Context: an optimization exercise on an open-source flow, tuned for small area, a short achievable clock period and few clock cycles. The choices shown serve that exercise and are no tape-out recipe. Function was checked by simulation only, so behaviour that the tests miss may differ from the original. No activity file was given, so power comes from the tool's default toggle rates.

Setup of cedar:
==> flow/design.v (excerpt) <==
module bitcopy_core (
    input  wire        clk,
    input  wire        rst,
    input  wire        host_we,
    input  wire [3:0]  host_addr,
    input  wire [63:0] host_wdata,
    output reg         busy,
    output reg         done,
    output reg  [7:0]  status,
    output reg  [63:0] res,
    output wire [31:0] mem_addr,
    output reg         mem_re,
    output reg         mem_we,
    output reg  [7:0]  mem_wdata,
    input  wire [7:0]  mem_rdata
);
==> flow/config.mk <==
export PLATFORM = sky130hd
export DESIGN_NAME = bitcopy_core
export DESIGN_NICKNAME = bitcopy_core
export VERILOG_FILES = /design/flow/design.v
export SDC_FILE = /design/flow/constraint.sdc
export NUM_CORES = 4
export LEC_CHECK = 0
export CAP_MARGIN = 20
export CORE_MARGIN = 2
export CORE_UTILIZATION = 40
export SLEW_MARGIN = 20
==> flow/constraint.sdc <==
create_clock -name core_clock -period 12.0 [get_ports {clk}]
set_input_delay 2.4000 -clock core_clock [delete_from_list [all_inputs] [get_ports {clk}]]
set_output_delay 2.4000 -clock core_clock [all_outputs]
set_load 0.01 [all_outputs]
standard.sh (not shown) runs the stock make flow with config.mk's settings and CLKGATE_MAP_FILE= SYNTH_SCRIPT=/design/flow/synth_recipe.tcl, a recipe that flattens the netlist after the stock synthesis.
==> flow/flow/run.sh <==
#!/bin/bash
# Standard layout (the standard.sh, unchanged). The resizer's timing
# repair aims 8 ns below the clock period and works on the worst path
# only (no total-negative-slack pass), so it does not grow the others.
set -e
export SETUP_SLACK_MARGIN=8
export TNS_END_PERCENT=0
bash standard.sh > standard.log 2>&1
Testbench counts of cedar, summed over its fixed seeds: cycles 40,934.
#### Input delta (umber over cedar)
==> flow/flow/run.sh <==
#!/bin/bash
# Standard layout (the standard.sh, unchanged), with the resizer's
# timing repair asked to aim 8 ns below the clock period.
set -e
export SETUP_SLACK_MARGIN=8
bash standard.sh > standard.log 2>&1
## What came out
Re number of iterations in the first detailed-routing pass: cedar was lower than umber. The higher routed wire length came out of umber. A destination of the critical timing path of sp[31] is what umber shows, while sat_okq belongs to cedar. Looking at proportion of power drawn by the clock network, umber sits 0.3 points lower than cedar does.
Relative to umber, the following input files were edited for quartz:
==> flow/run.sh (new file) <==
#!/bin/bash
# synth_recipe.tcl (not shown) runs the flow's synth.tcl, then flattens the netlist and writes it again
# the make line also repeats each setting of config.mk as NAME=value (left out here)
make -C /OpenROAD-flow-scripts/flow DESIGN_CONFIG=/design/flow/config.mk WORK_HOME=/design/flow/orfs CLKGATE_MAP_FILE= SYNTH_SCRIPT=/design/flow/synth_recipe.tcl finish
removed: flow/flow/run.sh
removed: flow/standard.sh
### Flow results
- quartz gives more headroom to the max-slew limit than umber did.
- For wire length of the first global-routing pass, dividing the value from quartz by the value from umber gives 0.935.
- Total power (quartz over umber): decrease, 0.27 mW
- [quartz] power share of the clock group rose 0.5 points relative to umber
- Taking umber as the reference, in quartz path length in cells of the critical path fell 8, portion of total power attributed to sequential cells now larger.
- Comparing umber and quartz, the lower overall global routing resource usage was measured on quartz.

========
Setup of job 104:
Another version of the RTL of bitcopy_core (not shown whole).
For scale: ~200 I/O pins, ~39000 um2 of cells after synthesis.
Design bitcopy_core, start of the top module:
module bitcopy_core (
    input  wire        clk,
    input  wire        rst,
    input  wire        host_we,
    input  wire [3:0]  host_addr,
    input  wire [63:0] host_wdata,
    output reg         busy,
    output reg         done,
    output reg  [7:0]  status,
    output reg  [63:0] res,
    output wire [31:0] mem_addr,
    output reg         mem_re,
    output reg         mem_we,
    output reg  [7:0]  mem_wdata,
    input  wire [7:0]  mem_rdata
);
    localparam [3:0] R_CMD = 4'd0, R_DBASE = 4'd2, R_DOFF = 4'd3, R_SBASE = 4'd4,
                     R_SOFF = 4'd5, R_CLEN = 4'd6, R_CAP = 4'd7, R_VAL = 4'd8;
    localparam [4:0] OP_COPY = 5'h01, OP_SATLEN = 5'h02, OP_SETBIT = 5'h03,
                     OP_SETU = 5'h04, OP_SETI = 5'h05, OP_SETF16 = 5'h06,
                     OP_SETF32 = 5'h07, OP_SETF64 = 5'h08, OP_GETBIT = 5'h09,
                     OP_GETU8 = 5'h0A, OP_GETU16 = 5'h0B, OP_GETU32 = 5'h0C,
                     OP_GETU64 = 5'h0D, OP_GETF16 = 5'h0E, OP_GETF32 = 5'h0F,
                     OP_GETF64 = 5'h10, OP_F16PACK = 5'h11, OP_F16UNPACK = 5'h12;
    localparam [1:0] ST_SUCCESS = 2'd0, ST_INVALID = 2'd2, ST_TOO_SMALL = 2'd3;
    localparam [2:0] S_IDLE = 3'd0, S_SETUP = 3'd1, S_RUN = 3'd2, S_BLOAD = 3'd3,
                     S_BDEC = 3'd4, S_TAIL = 3'd5, S_F16 = 3'd6;
    localparam [1:0] T_NONE = 2'd0, T_SRC = 2'd1, T_DH = 2'd2, T_DT = 2'd3;
    reg [31:0] dbase, doff, sbase, soff, clen, cap;
    reg [63:0] val;
    reg [2:0]  state;
    wire [4:0] c_op  = host_wdata[4:0];
    wire [6:0] c_len = host_wdata[14:8];
    reg        c_legal;
    reg  [6:0] c_flen;      
    always @* begin
        c_flen  = 7'd0;
        c_legal = (host_wdata[7:5] == 3'd0) && (host_wdata[31:15] == 17'd0);
        case (c_op)
            OP_COPY, OP_SATLEN, OP_F16PACK, OP_F16UNPACK: c_legal = c_legal && (c_len == 7'd0);
            OP_SETBIT, OP_GETBIT: begin c_legal = c_legal && (c_len == 7'd0); c_flen = 7'd1;  end
            OP_SETF16, OP_GETF16: begin c_legal = c_legal && (c_len == 7'd0); c_flen = 7'd16; end
            OP_SETF32, OP_GETF32: begin c_legal = c_legal && (c_len == 7'd0); c_flen = 7'd32; end
            OP_SETF64, OP_GETF64: begin c_legal = c_legal && (c_len == 7'd0); c_flen = 7'd64; end
            OP_SETU, OP_SETI, OP_GETU64: begin c_legal = c_legal && (c_len <= 7'd64); c_flen = c_len; end
  ...
==> flow/config.mk <==
export PLATFORM = sky130hd
export DESIGN_NAME = bitcopy_core
export DESIGN_NICKNAME = bitcopy_core
export VERILOG_FILES = /design/flow/design.v
export SDC_FILE = /design/flow/constraint.sdc
export NUM_CORES = 4
export LEC_CHECK = 0
export CAP_MARGIN = 20
export CORE_MARGIN = 2
export CORE_UTILIZATION = 40
export SLEW_MARGIN = 20
==> flow/constraint.sdc <==
create_clock -name core_clock -period 12.0 [get_ports {clk}]
set_input_delay 2.4000 -clock core_clock [delete_from_list [all_inputs] [get_ports {clk}]]
set_output_delay 2.4000 -clock core_clock [all_outputs]
set_load 0.01 [all_outputs]
==> flow/flow/run.sh <==
#!/bin/bash
# Standard layout (the standard.sh, unchanged), with the resizer's
# timing repair asked to aim 8 ns below the clock period.
set -e
export SETUP_SLACK_MARGIN=8
bash standard.sh > standard.log 2>&1
Job 104: flow completed, timing, DRC and antenna clean
Testbench counts of job 104, summed over its fixed seeds: cycles 44,238.
### job 104 -> job 101
==> flow/run.sh (new file) <==
#!/bin/bash
# synth_recipe.tcl (not shown) runs the flow's synth.tcl, then flattens the netlist and writes it again
# the make line also repeats each setting of config.mk as NAME=value (left out here)
make -C /OpenROAD-flow-scripts/flow DESIGN_CONFIG=/design/flow/config.mk WORK_HOME=/design/flow/orfs CLKGATE_MAP_FILE= SYNTH_SCRIPT=/design/flow/synth_recipe.tcl finish
removed: flow/flow/run.sh
removed: flow/standard.sh
[summary]
Reported leakage power: job 101 vs job 104 down 0.0027 uW
The lower multi-input logic area of job 104 and job 101 is in job 101.
met2 track utilization from global routing came out lower on job 101 than on job 104.
Compared with job 104, job 101 supports a lower clock frequency.
In the final reports, the cell area of job 101 is smaller than that of job 104.
The total power draw of job 101 was superior to that of job 104.
NOTE: period utilization in job 101 exceeds that of job 104
Diff job 104 -> job 101: worst setup slack after placement decreased 330 ps; switching component of the power saw a decrease; placed cell count saw little to no change; global-route usage moved down.

==> separate check: timing with driven ports <==
How much do the figures lean on ideal ports? The routed layouts below were timed once more, with nothing changed but the port constraints.
Step 1, drivers: a clkbuf_16 drives clk and a buf_2 each remaining input, both assumed.
Step 2 moves the port delays by t, midway between the first and last clock arrival at a register: inputs arrive t later, outputs are due t later. That takes back most of the time a late clock gives input paths.
Slacks: ideal ports / drivers / drivers and shift; pairs: ideal ports / drivers.
| run | shift t [ns] | setup WS [ns] | worst setup path at the end | latest minus earliest clock arrival (ns) | cell pins on the clock port's net |
|---|---|---|---|---|---|
| cedar | 0.716 | 7.180 / 7.180 / 6.560 | input to register | 0.048 / 0.048 | 1 |
| umber | 0.706 | 7.197 / 7.197 / 6.760 | input to register | 0.043 / 0.043 | 1 |
| quartz | 0.727 | 5.368 / 5.368 / 5.368 | register to register | 0.028 / 0.028 | 1 |
| job 104 | 0.706 | 7.153 / 7.153 / 7.153 | register to register | 0.040 / 0.040 | 1 |
| job 101 | 0.710 | 5.960 / 5.960 / 5.960 | register to register | 0.033 / 0.032 | 1 |
After both steps every run listed still meets setup and hold. For cedar, which loses most, drivers alone change the setup slack by 0.000 ns; drivers and shift together by -0.620 ns.
